What follows belongs to an exercise in optimizing a design on an open flow for a short achievable clock period and few clock cycles per item; a production flow would make more cautious choices.
The RTL was checked by simulation tests, not by an equivalence proof against the original design.
No activity file was given, so power comes from the tool's default toggle rates.

==> inputs of job 3206 <==
==> flow/design.v <==
module y86_decode_one (
    input  wire [79:0] bytes,
    input  wire [3:0]  avail,
    output reg  [2:0]  outcome,      
    output wire [3:0]  icode,
    output wire [3:0]  ifun,
    output wire [3:0]  ra,
    output wire [3:0]  rb,
    output wire [63:0] valc,
    output reg  [3:0]  len,          
    output wire [79:0] raw,          
    output reg  [3:0]  fail_offset,
    output reg  [3:0]  fail_nbytes,
    output wire [71:0] fail_bytes    
);
    wire [7:0] b0 = bytes[7:0];
    wire [7:0] b1 = bytes[15:8];
    assign icode = b0[7:4];
    assign ifun  = b0[3:0];
    wire is2 = (icode == 4'h2), is3 = (icode == 4'h3), is4 = (icode == 4'h4),
         is5 = (icode == 4'h5), is6 = (icode == 4'h6), is7 = (icode == 4'h7),
         is8 = (icode == 4'h8), isA = (icode == 4'hA), isB = (icode == 4'hB);
    wire       need_reg  = is2 | is3 | is4 | is5 | is6 | isA | isB;
    wire       need_imm  = is3 | is4 | is5 | is7 | is8;
    wire [3:0] fnmax     = (is2 | is6 | is7) ? 4'd6 : 4'd0;
    wire       opcode_ok = (icode < 4'hC);
    wire [3:0] sel_a = b1[7:4];
    wire [3:0] sel_b = b1[3:0];
    wire       real_a = (sel_a != 4'hF);
    wire       real_b = (sel_b != 4'hF);
    wire slots_ok = is3        ? (!real_a &&  real_b) :
                    (isA | isB) ? ( real_a && !real_b) :
                                  ( real_a &&  real_b);
    assign ra = need_reg ? sel_a : 4'hF;
    assign rb = need_reg ? sel_b : 4'hF;
    wire [63:0] imm_at1 = bytes[71:8];
    wire [63:0] imm_at2 = bytes[79:16];
    assign valc = !need_imm ? 64'd0 : (need_reg ? imm_at2 : imm_at1);
    always @(*) begin
        len = 4'd1 + {3'd0, need_reg} + (need_imm ? 4'd8 : 4'd0);
    end
    always @(*) begin
        outcome     = 3'd0;
        fail_offset = 4'd0;
        fail_nbytes = 4'd1;
        if (avail == 4'd0) begin
            outcome     = 3'd1;
            fail_nbytes = 4'd0;
        end else if (!opcode_ok) begin
            outcome = 3'd2;
        end else if (ifun > fnmax) begin
            outcome = 3'd3;
        end else if (need_reg && avail < 4'd2) begin
            outcome     = 3'd5;
            fail_offset = 4'd1;
        end else if (need_reg && !slots_ok) begin
            outcome     = 3'd4;
            fail_offset = 4'd1;
            fail_nbytes = 4'd2;
        end else if (avail < len) begin
            outcome     = 3'd5;
            fail_offset = avail;
            fail_nbytes = avail;
        end
    end
    genvar i;
    generate
        for (i = 0; i < 10; i = i + 1) begin : g_raw
            assign raw[8*i +: 8] = (i < len) ? bytes[8*i +: 8] : 8'd0;
        end
        for (i = 0; i < 9; i = i + 1) begin : g_fail
            assign fail_bytes[8*i +: 8] = (i < fail_nbytes) ? bytes[8*i +: 8] : 8'd0;
        end
    endgenerate
endmodule
module y86_decoder (
    input  wire        clk,
    input  wire        rst,
    input  wire [63:0] start_addr,
    input  wire [63:0] stream_len,
    output wire        mem_req_valid,
    input  wire        mem_req_ready,
    output wire [60:0] mem_req_addr,
    input  wire        mem_resp_valid,
    input  wire [63:0] mem_resp_data,
    output wire        out_valid,
    input  wire        out_ready,
    output wire [63:0] out_addr,
    output wire [3:0]  out_icode,
    output wire [3:0]  out_ifun,
    output wire [3:0]  out_ra,
    output wire [3:0]  out_rb,
    output wire [63:0] out_valc,
    output wire [3:0]  out_len,
    output wire [79:0] out_bytes,
    output reg  [1:0]  status,       
    output reg  [2:0]  fail_reason,
    output reg  [3:0]  fail_offset,
    output reg  [3:0]  fail_nbytes,
    output reg  [71:0] fail_bytes,
    output reg  [63:0] stop_addr
);
    reg  [60:0]  fw;         
    reg          rq_v;
    reg  [3:0]   nalloc;     
    reg  [2:0]   rp;         
    reg  [2:0]   ptw;        
    reg  [511:0] buff;       
    reg  [7:0]   ld;         
    reg  [5:0]   pa;         
    reg  [57:0]  hia;        
    reg          inc;        
    reg          ini;        
    reg          ini2;       
    reg          c_gt, c_eq, c_ge;    
    reg  [57:0]  nh;         
    reg  [5:0]   nl;         
    reg  [57:0]  nh1;        
    reg  [57:0]  nh2;        
    reg          empty;      
    reg          vW;
    reg  [79:0]  win;
    reg  [3:0]   avW;
    reg  [63:0]  curW;
    reg          o_valid;
    reg  [63:0]  o_addr;
    reg  [3:0]   o_icode, o_ifun, o_ra, o_rb, o_len;
    reg  [63:0]  o_valc;
    reg  [79:0]  o_bytes;
    reg          sk_v;
    reg  [63:0]  s_addr;
    reg  [3:0]   s_icode, s_ifun, s_ra, s_rb, s_len;
    reg  [63:0]  s_valc;
    reg  [79:0]  s_bytes;
    reg          tpend;      
    reg  [79:0]  tw_win;     
    reg  [3:0]   tw_av;      
    reg          tend;       
    reg          done;
    wire [5:0] nxt_a [0:63];
    wire       ok_a  [0:63];
    wire       wrp_a [0:63];
    genvar i;
    generate
        for (i = 0; i < 64; i = i + 1) begin : g_pos
            wire [3:0] ic = buff[8*i+4 +: 4];
            wire       l2 = (ic == 4'h2) | (ic == 4'h6) | (ic == 4'hA) | (ic == 4'hB);
            wire       l9 = (ic == 4'h7) | (ic == 4'h8);
            wire       lA = (ic == 4'h3) | (ic == 4'h4) | (ic == 4'h5);
            wire [3:0] ln = lA ? 4'd10 : l9 ? 4'd9 : l2 ? 4'd2 : 4'd1;
            wire [5:0] pos  = i;
            wire [4:0] last = {2'b00, pos[2:0]} + {1'b0, ln} - 5'd1;
            wire [2:0] w0   = pos[5:3];
            wire [6:0] nx   = {1'b0, pos} + {3'b000, ln};
            assign nxt_a[i] = nx[5:0];
            assign wrp_a[i] = nx[6];
            assign ok_a[i]  = ld[w0] && (last[4:3] == 2'd0 || ld[w0 + 3'd1]) &&
                              (last[4:3] != 2'd2 || ld[w0 + 3'd2]);
        end
    endgenerate
    wire       adv  = !sk_v;                          
    wire [2:0] qw   = pa[5:3];                        
    wire       go   = adv && ok_a[pa];
    wire [57:0] hia1 = hia + 58'd1;
    wire [63:0] curT = {inc ? hia1 : hia, pa};
    wire        eq0  = inc ? (hia == nh1) : (hia == nh);
    wire        eq1  = inc ? (hia == nh2) : (hia == nh1);
    wire [6:0]  rem7 = {eq1, nl} - {1'b0, pa};
    wire [3:0]  avT  = empty ? 4'd0 :
                       (!eq0 && !eq1) ? 4'd10 :
                       (rem7 >= 7'd10) ? 4'd10 : rem7[3:0];
    wire [591:0] buf2 = {buff[79:0], buff};
    wire [79:0]  winT = buf2[{pa, 3'b000} +: 80];
    wire       acc   = rq_v && mem_req_ready;
    wire [2:0] nfree = qw - ptw;
    wire [3:0] base  = nalloc - {1'b0, nfree};
    assign mem_req_valid = rq_v;
    assign mem_req_addr  = fw;
    integer k;
    always @(posedge clk) begin
        if (mem_resp_valid)
            buff[64*rp +: 64] <= mem_resp_data;
        if (rst) begin
            fw     <= start_addr[63:3];
            rq_v   <= 1'b1;
            nalloc <= 4'd1;
            rp     <= start_addr[5:3];
            ptw    <= start_addr[5:3];
            ld     <= 8'd0;
        end else begin
            if (acc)
                fw <= fw + 61'd1;
            if (rq_v && !acc) begin
                nalloc <= base;
            end else if (base[3] == 1'b0) begin
                rq_v   <= 1'b1;
                nalloc <= base + 4'd1;
            end else begin
                rq_v   <= 1'b0;
                nalloc <= base;
            end
            ptw <= qw;
            for (k = 0; k < 8; k = k + 1) begin
                if (((k[2:0] - ptw) < nfree))
                    ld[k] <= 1'b0;
                if (mem_resp_valid && rp == k[2:0])
                    ld[k] <= 1'b1;
            end
            if (mem_resp_valid)
                rp <= rp + 3'd1;
        end
    end
    wire [2:0]  dec_outcome;
    wire [3:0]  dec_icode, dec_ifun, dec_ra, dec_rb, dec_len;
    wire [63:0] dec_valc;
    wire [79:0] dec_raw;
    wire [2:0]  f_outcome;
    wire [3:0]  f_offset;
    wire [3:0]  f_nbytes;
    wire [71:0] f_bytes;
    y86_decode_one u_dec (
        .bytes       (win),
        .avail       (avW),
        .outcome     (dec_outcome),
        .icode       (dec_icode),
        .ifun        (dec_ifun),
        .ra          (dec_ra),
        .rb          (dec_rb),
        .valc        (dec_valc),
        .len         (dec_len),
        .raw         (dec_raw),
        .fail_offset (),
        .fail_nbytes (),
        .fail_bytes  ()
    );
    y86_decode_one u_fail (
        .bytes       (tw_win),
        .avail       (tw_av),
        .outcome     (f_outcome),
        .icode       (),
        .ifun        (),
        .ra          (),
        .rb          (),
        .valc        (),
        .len         (),
        .raw         (),
        .fail_offset (f_offset),
        .fail_nbytes (f_nbytes),
        .fail_bytes  (f_bytes)
    );
    wire live   = !tpend && !done;
    wire rec_v  = adv && vW && live && (dec_outcome == 3'd0);    
    wire term   = adv && vW && live && (dec_outcome != 3'd0);    
    wire o_free = !o_valid || out_ready;
    always @(posedge clk) begin
        if (rst) begin
            pa    <= start_addr[5:0];
            hia   <= start_addr[63:6];
            inc   <= 1'b0;
            nh    <= stream_len[63:6];
            nl    <= stream_len[5:0];
            ini   <= 1'b1;
            ini2  <= 1'b0;
            vW    <= 1'b0;
            o_valid <= 1'b0;
            sk_v    <= 1'b0;
            tpend   <= 1'b0;
            tend    <= 1'b0;
            done    <= 1'b0;
            status  <= 2'd0;
        end else begin
            ini  <= 1'b0;
            ini2 <= ini;
            if (ini) begin
                nh1  <= nh - 58'd1;
                nh2  <= nh - 58'd2;
                c_gt <= (curT[63:32] >  {nh, nl[5:0]} >> 32);
                c_eq <= (curT[63:32] == {nh, nl[5:0]} >> 32);
                c_ge <= (curT[31:0]  >= {nh[25:0], nl});
            end
            if (ini2)
                empty <= c_gt || (c_eq && c_ge);
            if (inc)
                hia <= hia1;
            inc <= go && wrp_a[pa];
            if (go)
                pa  <= nxt_a[pa];
            if (adv) begin
                vW   <= go;
                win  <= winT;
                avW  <= avT;
                curW <= curT;
            end
            if (sk_v) begin
                if (o_free) begin
                    o_valid <= 1'b1;
                    sk_v    <= 1'b0;
                end
            end else begin
                if (o_free)
                    o_valid <= rec_v;
                else
                    sk_v    <= rec_v;
            end
            if (term) begin
                tw_win    <= win;
                tw_av     <= avW;
                stop_addr <= curW;
                tend      <= (dec_outcome == 3'd1);
            end
            if (((term && dec_outcome == 3'd1) || tpend) && !sk_v && o_free) begin
                done   <= 1'b1;
                tpend  <= 1'b0;
                status <= (term || tend) ? 2'd1 : 2'd2;
            end else if (term) begin
                tpend  <= 1'b1;
            end
        end
    end
    always @(posedge clk) begin
        fail_reason <= f_outcome;
        fail_offset <= f_offset;
        fail_nbytes <= f_nbytes;
        fail_bytes  <= f_bytes;
        if (o_free) begin
            if (sk_v) begin
                o_addr  <= s_addr;
                o_icode <= s_icode;
                o_ifun  <= s_ifun;
                o_ra    <= s_ra;
                o_rb    <= s_rb;
                o_valc  <= s_valc;
                o_len   <= s_len;
                o_bytes <= s_bytes;
            end else begin
                o_addr  <= curW;
                o_icode <= dec_icode;
                o_ifun  <= dec_ifun;
                o_ra    <= dec_ra;
                o_rb    <= dec_rb;
                o_valc  <= dec_valc;
                o_len   <= dec_len;
                o_bytes <= dec_raw;
            end
        end
        if (!sk_v) begin
            s_addr  <= curW;
            s_icode <= dec_icode;
            s_ifun  <= dec_ifun;
            s_ra    <= dec_ra;
            s_rb    <= dec_rb;
            s_valc  <= dec_valc;
            s_len   <= dec_len;
            s_bytes <= dec_raw;
        end
    end
    assign out_valid = o_valid;
    assign out_addr  = o_addr;
    assign out_icode = o_icode;
    assign out_ifun  = o_ifun;
    assign out_ra    = o_ra;
    assign out_rb    = o_rb;
    assign out_valc  = o_valc;
    assign out_len   = o_len;
    assign out_bytes = o_bytes;
endmodule
==> flow/run.sh <==
#!/bin/bash
# synth_recipe.tcl (not shown) runs the flow's synth.tcl, then flattens the netlist and writes it again
# the make line also repeats each setting of config.mk as NAME=value (left out here)
make -C /OpenROAD-flow-scripts/flow DESIGN_CONFIG=/design/flow/config.mk WORK_HOME=/design/flow/orfs CLKGATE_MAP_FILE= SYNTH_SCRIPT=/design/flow/synth_recipe.tcl finish
==> flow/config.mk <==
export PLATFORM = sky130hd
export DESIGN_NAME = y86_decoder
export DESIGN_NICKNAME = y86_decoder
export VERILOG_FILES = /design/flow/design.v
export SDC_FILE = /design/flow/constraint.sdc
export NUM_CORES = 4
export LEC_CHECK = 0
export ABC_CLOCK_PERIOD_IN_PS = 3000
export CAP_MARGIN = 20
export CORE_MARGIN = 2
export CORE_UTILIZATION = 40
export PLACE_DENSITY = 0.6
export SETUP_SLACK_MARGIN = 5
export SLEW_MARGIN = 20
==> flow/constraint.sdc <==
create_clock -name core_clock -period 9.0 [get_ports {clk}]
set_input_delay 1.8000 -clock core_clock [delete_from_list [all_inputs] [get_ports {clk}]]
set_output_delay 1.8000 -clock core_clock [all_outputs]
set_load 0.01 [all_outputs]
==> job 2337: changes against job 3206 <==
--- a/flow/design.v
+++ b/flow/design.v
@@ -101,4 +101,14 @@
     output reg  [63:0] stop_addr
 );
+    reg          rst_r;      
+    reg  [63:0]  sa;         
+    reg  [57:0]  nh;         
+    reg  [5:0]   nl;         
+    reg          ini;        
+    reg          ini2;       
+    reg  [57:0]  nh1;        
+    reg  [57:0]  nh2;        
+    reg          c_gt, c_eq, c_ge;    
+    reg          empty;      
     reg  [60:0]  fw;         
     reg          rq_v;
@@ -107,16 +117,11 @@
     reg  [2:0]   ptw;        
     reg  [511:0] buff;       
+    reg  [127:0] lc;         
     reg  [7:0]   ld;         
+    reg  [63:0]  poh;        
     reg  [5:0]   pa;         
+    reg  [7:0]   woh;        
     reg  [57:0]  hia;        
     reg          inc;        
-    reg          ini;        
-    reg          ini2;       
-    reg          c_gt, c_eq, c_ge;    
-    reg  [57:0]  nh;         
-    reg  [5:0]   nl;         
-    reg  [57:0]  nh1;        
-    reg  [57:0]  nh2;        
-    reg          empty;      
     reg          vW;
     reg  [79:0]  win;
@@ -134,51 +139,119 @@
     reg  [79:0]  s_bytes;
     reg          tpend;      
+    reg          tend;       
     reg  [79:0]  tw_win;     
     reg  [3:0]   tw_av;      
-    reg          tend;       
     reg          done;
-    wire [5:0] nxt_a [0:63];
-    wire       ok_a  [0:63];
-    wire       wrp_a [0:63];
-    genvar i;
+    wire [63:0] ok_v, wrp_v, nxt_oh, lc0_v, lc1_v;
+    genvar i, j;
     generate
         for (i = 0; i < 64; i = i + 1) begin : g_pos
-            wire [3:0] ic = buff[8*i+4 +: 4];
-            wire       l2 = (ic == 4'h2) | (ic == 4'h6) | (ic == 4'hA) | (ic == 4'hB);
-            wire       l9 = (ic == 4'h7) | (ic == 4'h8);
-            wire       lA = (ic == 4'h3) | (ic == 4'h4) | (ic == 4'h5);
-            wire [3:0] ln = lA ? 4'd10 : l9 ? 4'd9 : l2 ? 4'd2 : 4'd1;
+            wire [1:0] c    = lc[2*i +: 2];
+            wire [3:0] ln   = (c == 2'd0) ? 4'd1 : (c == 2'd1) ? 4'd2 : (c == 2'd2) ? 4'd9 : 4'd10;
             wire [5:0] pos  = i;
             wire [4:0] last = {2'b00, pos[2:0]} + {1'b0, ln} - 5'd1;
             wire [2:0] w0   = pos[5:3];
             wire [6:0] nx   = {1'b0, pos} + {3'b000, ln};
-            assign nxt_a[i] = nx[5:0];
-            assign wrp_a[i] = nx[6];
-            assign ok_a[i]  = ld[w0] && (last[4:3] == 2'd0 || ld[w0 + 3'd1]) &&
+            assign lc0_v[i] = c[0];
+            assign lc1_v[i] = c[1];
+            assign wrp_v[i] = nx[6];
+            assign ok_v[i]  = ld[w0] && (last[4:3] == 2'd0 || ld[w0 + 3'd1]) &&
                               (last[4:3] != 2'd2 || ld[w0 + 3'd2]);
+            assign nxt_oh[i] = (poh[(i + 63) % 64] && lc[2*((i + 63) % 64) +: 2] == 2'd0) ||
+                               (poh[(i + 62) % 64] && lc[2*((i + 62) % 64) +: 2] == 2'd1) ||
+                               (poh[(i + 55) % 64] && lc[2*((i + 55) % 64) +: 2] == 2'd2) ||
+                               (poh[(i + 54) % 64] && lc[2*((i + 54) % 64) +: 2] == 2'd3);
         end
     endgenerate
     wire       adv  = !sk_v;                          
-    wire [2:0] qw   = pa[5:3];                        
-    wire       go   = adv && ok_a[pa];
+    wire       go   = adv && !rst_r && |(poh & ok_v);
+    wire [1:0] lcur = {|(poh & lc1_v), |(poh & lc0_v)};
+    wire [5:0] pa_n = pa + ((lcur == 2'd0) ? 6'd1 : (lcur == 2'd1) ? 6'd2 :
+                            (lcur == 2'd2) ? 6'd9 : 6'd10);
     wire [57:0] hia1 = hia + 58'd1;
-    wire [63:0] curT = {inc ? hia1 : hia, pa};
+    wire [63:0] curA = {inc ? hia1 : hia, pa};
     wire        eq0  = inc ? (hia == nh1) : (hia == nh);
     wire        eq1  = inc ? (hia == nh2) : (hia == nh1);
     wire [6:0]  rem7 = {eq1, nl} - {1'b0, pa};
-    wire [3:0]  avT  = empty ? 4'd0 :
+    wire [3:0]  avA  = empty ? 4'd0 :
                        (!eq0 && !eq1) ? 4'd10 :
                        (rem7 >= 7'd10) ? 4'd10 : rem7[3:0];
-    wire [591:0] buf2 = {buff[79:0], buff};
-    wire [79:0]  winT = buf2[{pa, 3'b000} +: 80];
+    wire [191:0] w3;
+    generate
+        for (j = 0; j < 192; j = j + 1) begin : g_w3
+            wire [7:0] m;
+            for (i = 0; i < 8; i = i + 1) begin : g_m
+                assign m[i] = woh[i] && buff[64*((i + j / 64) % 8) + j % 64];
+            end
+            assign w3[j] = |m;
+        end
+    endgenerate
+    wire [79:0] winA = w3[{pa[2:0], 3'b000} +: 80];
+    wire [7:0]  woh_n;
+    generate
+        for (i = 0; i < 8; i = i + 1) begin : g_woh
+            assign woh_n[i] = |nxt_oh[8*i +: 8];
+        end
+    endgenerate
+    always @(posedge clk) begin
+        if (rst_r) begin
+            poh <= 64'd1 << start_addr[5:0];
+            pa  <= start_addr[5:0];
+            woh <= 8'd1 << start_addr[5:3];
+            hia <= start_addr[63:6];
+            inc <= 1'b0;
+        end else begin
+            if (inc)
+                hia <= hia1;
+            inc <= go && |(poh & wrp_v);
+            if (go) begin
+                poh <= nxt_oh;
+                pa  <= pa_n;
+                woh <= woh_n;
+            end
+        end
+    end
+    always @(posedge clk) begin
+        rst_r <= rst;
+        sa    <= start_addr;
+        nh    <= stream_len[63:6];
+        nl    <= stream_len[5:0];
+        ini   <= rst;
+        ini2  <= ini;
+        if (ini) begin
+            nh1  <= nh - 58'd1;
+            nh2  <= nh - 58'd2;
+            c_gt <= (sa[63:32] >  {nh[57:26]});
+            c_eq <= (sa[63:32] == {nh[57:26]});
+            c_ge <= (sa[31:0]  >= {nh[25:0], nl});
+        end
+        if (ini2)
+            empty <= c_gt || (c_eq && c_ge);
+    end
     wire       acc   = rq_v && mem_req_ready;
-    wire [2:0] nfree = qw - ptw;
+    wire [2:0] nfree = rst_r ? 3'd0 : pa[5:3] - ptw;
     wire [3:0] base  = nalloc - {1'b0, nfree};
     assign mem_req_valid = rq_v;
     assign mem_req_addr  = fw;
+    wire [15:0] lcw;
+    generate
+        for (i = 0; i < 8; i = i + 1) begin : g_lcw
+            wire [3:0] ic = mem_resp_data[8*i+4 +: 4];
+            assign lcw[2*i +: 2] = ((ic == 4'h3) || (ic == 4'h4) || (ic == 4'h5)) ? 2'd3 :
+                                   ((ic == 4'h7) || (ic == 4'h8))                 ? 2'd2 :
+                                   ((ic == 4'h2) || (ic == 4'h6) ||
+                                    (ic == 4'hA) || (ic == 4'hB))                 ? 2'd1 : 2'd0;
+        end
+        for (i = 0; i < 8; i = i + 1) begin : g_slot
+            always @(posedge clk) begin
+                if (mem_resp_valid && rp == i) begin
+                    buff[64*i +: 64] <= mem_resp_data;
+                    lc[16*i +: 16]   <= lcw;
+                end
+            end
+        end
+    endgenerate
     integer k;
     always @(posedge clk) begin
-        if (mem_resp_valid)
-            buff[64*rp +: 64] <= mem_resp_data;
         if (rst) begin
             fw     <= start_addr[63:3];
@@ -200,5 +273,6 @@
                 nalloc <= base;
             end
-            ptw <= qw;
+            if (!rst_r)
+                ptw <= pa[5:3];
             for (k = 0; k < 8; k = k + 1) begin
                 if (((k[2:0] - ptw) < nfree))
@@ -255,12 +329,5 @@
     always @(posedge clk) begin
         if (rst) begin
-            pa    <= start_addr[5:0];
-            hia   <= start_addr[63:6];
-            inc   <= 1'b0;
-            nh    <= stream_len[63:6];
-            nl    <= stream_len[5:0];
-            ini   <= 1'b1;
-            ini2  <= 1'b0;
-            vW    <= 1'b0;
+            vW      <= 1'b0;
             o_valid <= 1'b0;
             sk_v    <= 1'b0;
@@ -270,26 +337,6 @@
             status  <= 2'd0;
         end else begin
-            ini  <= 1'b0;
-            ini2 <= ini;
-            if (ini) begin
-                nh1  <= nh - 58'd1;
-                nh2  <= nh - 58'd2;
-                c_gt <= (curT[63:32] >  {nh, nl[5:0]} >> 32);
-                c_eq <= (curT[63:32] == {nh, nl[5:0]} >> 32);
-                c_ge <= (curT[31:0]  >= {nh[25:0], nl});
-            end
-            if (ini2)
-                empty <= c_gt || (c_eq && c_ge);
-            if (inc)
-                hia <= hia1;
-            inc <= go && wrp_a[pa];
-            if (go)
-                pa  <= nxt_a[pa];
-            if (adv) begin
-                vW   <= go;
-                win  <= winT;
-                avW  <= avT;
-                curW <= curT;
-            end
+            if (adv)
+                vW <= go;
             if (sk_v) begin
                 if (o_free) begin
@@ -303,10 +350,6 @@
                     sk_v    <= rec_v;
             end
-            if (term) begin
-                tw_win    <= win;
-                tw_av     <= avW;
-                stop_addr <= curW;
-                tend      <= (dec_outcome == 3'd1);
-            end
+            if (term)
+                tend <= (dec_outcome == 3'd1);
             if (((term && dec_outcome == 3'd1) || tpend) && !sk_v && o_free) begin
                 done   <= 1'b1;
@@ -319,4 +362,14 @@
     end
     always @(posedge clk) begin
+        if (adv) begin
+            win  <= winA;
+            avW  <= avA;
+            curW <= curA;
+        end
+        if (adv && vW && live) begin
+            tw_win    <= win;
+            tw_av     <= avW;
+            stop_addr <= curW;
+        end
         fail_reason <= f_outcome;
         fail_offset <= f_offset;
--- a/flow/config.mk
+++ b/flow/config.mk
@@ -9,6 +9,6 @@
 export CAP_MARGIN = 20
 export CORE_MARGIN = 2
-export CORE_UTILIZATION = 40
-export PLACE_DENSITY = 0.6
+export CORE_UTILIZATION = 60
+export PLACE_DENSITY = 0.7
 export SETUP_SLACK_MARGIN = 5
 export SLEW_MARGIN = 20
==> summary.txt <==
- Against job 3206, the via count of job 2337 is smaller by 22%.
- Between job 2337 and job 3206, the lower first-iteration DRC count is in job 2337 (gap 22%, measured against job 3206).
- Of job 2337 and job 3206, job 3206 has the higher cell count (gap 24%, measured against job 3206).
- Against job 2337, the synthesized cell count of job 3206 is larger by about 26%.
- Clock power: job 2337 is lower than job 3206 (about 0.7%).
- In job 2337 the flip-flop and latch count is higher than in job 3206, by 264.
- In job 3206 the count of clock-buffer cells in the layout is lower than in job 2337, by 14.
- Between job 3206 and job 2337, the lower die area is in job 2337 (gap about 70%, measured against job 2337).
Testbench counts of job 3206, summed over its fixed seeds: cycles 10,145, items 9,152.
Testbench counts of job 2337, summed over its fixed seeds: cycles 10,145, items 9,152.

==> afterwards: timing with drivers on the ports <==
Ports are ideal in the flow. The routed layouts listed here were re-timed in OpenROAD.
Step 1 (the two cells are an assumption about what drives the block):
set clk [get_ports {clk}]
set_driving_cell -lib_cell sky130_fd_sc_hd__clkbuf_16 $clk
set_driving_cell -lib_cell sky130_fd_sc_hd__buf_2 [delete_from_list [all_inputs] $clk]
Step 2 times the ports against the registers' clock, not the clock port: input delays grow and output delays shrink by t, the midpoint of the rising clock arrivals with the driver on.
Three values: ideal ports, drivers, drivers and shift; two values: the first two.
run | t, ns | setup slack, ns | clock arrival spread, ns
job 3206 | 0.959 | 4.951 / 4.944 / 4.619 | 0.055 / 0.055
job 2337 | 0.912 | 5.029 / 4.939 / 4.356 | 0.059 / 0.058
After both steps setup and hold are still met in every run listed. For job 2337, which loses most, drivers alone change the setup slack by -0.090 ns; drivers and shift together by -0.673 ns.
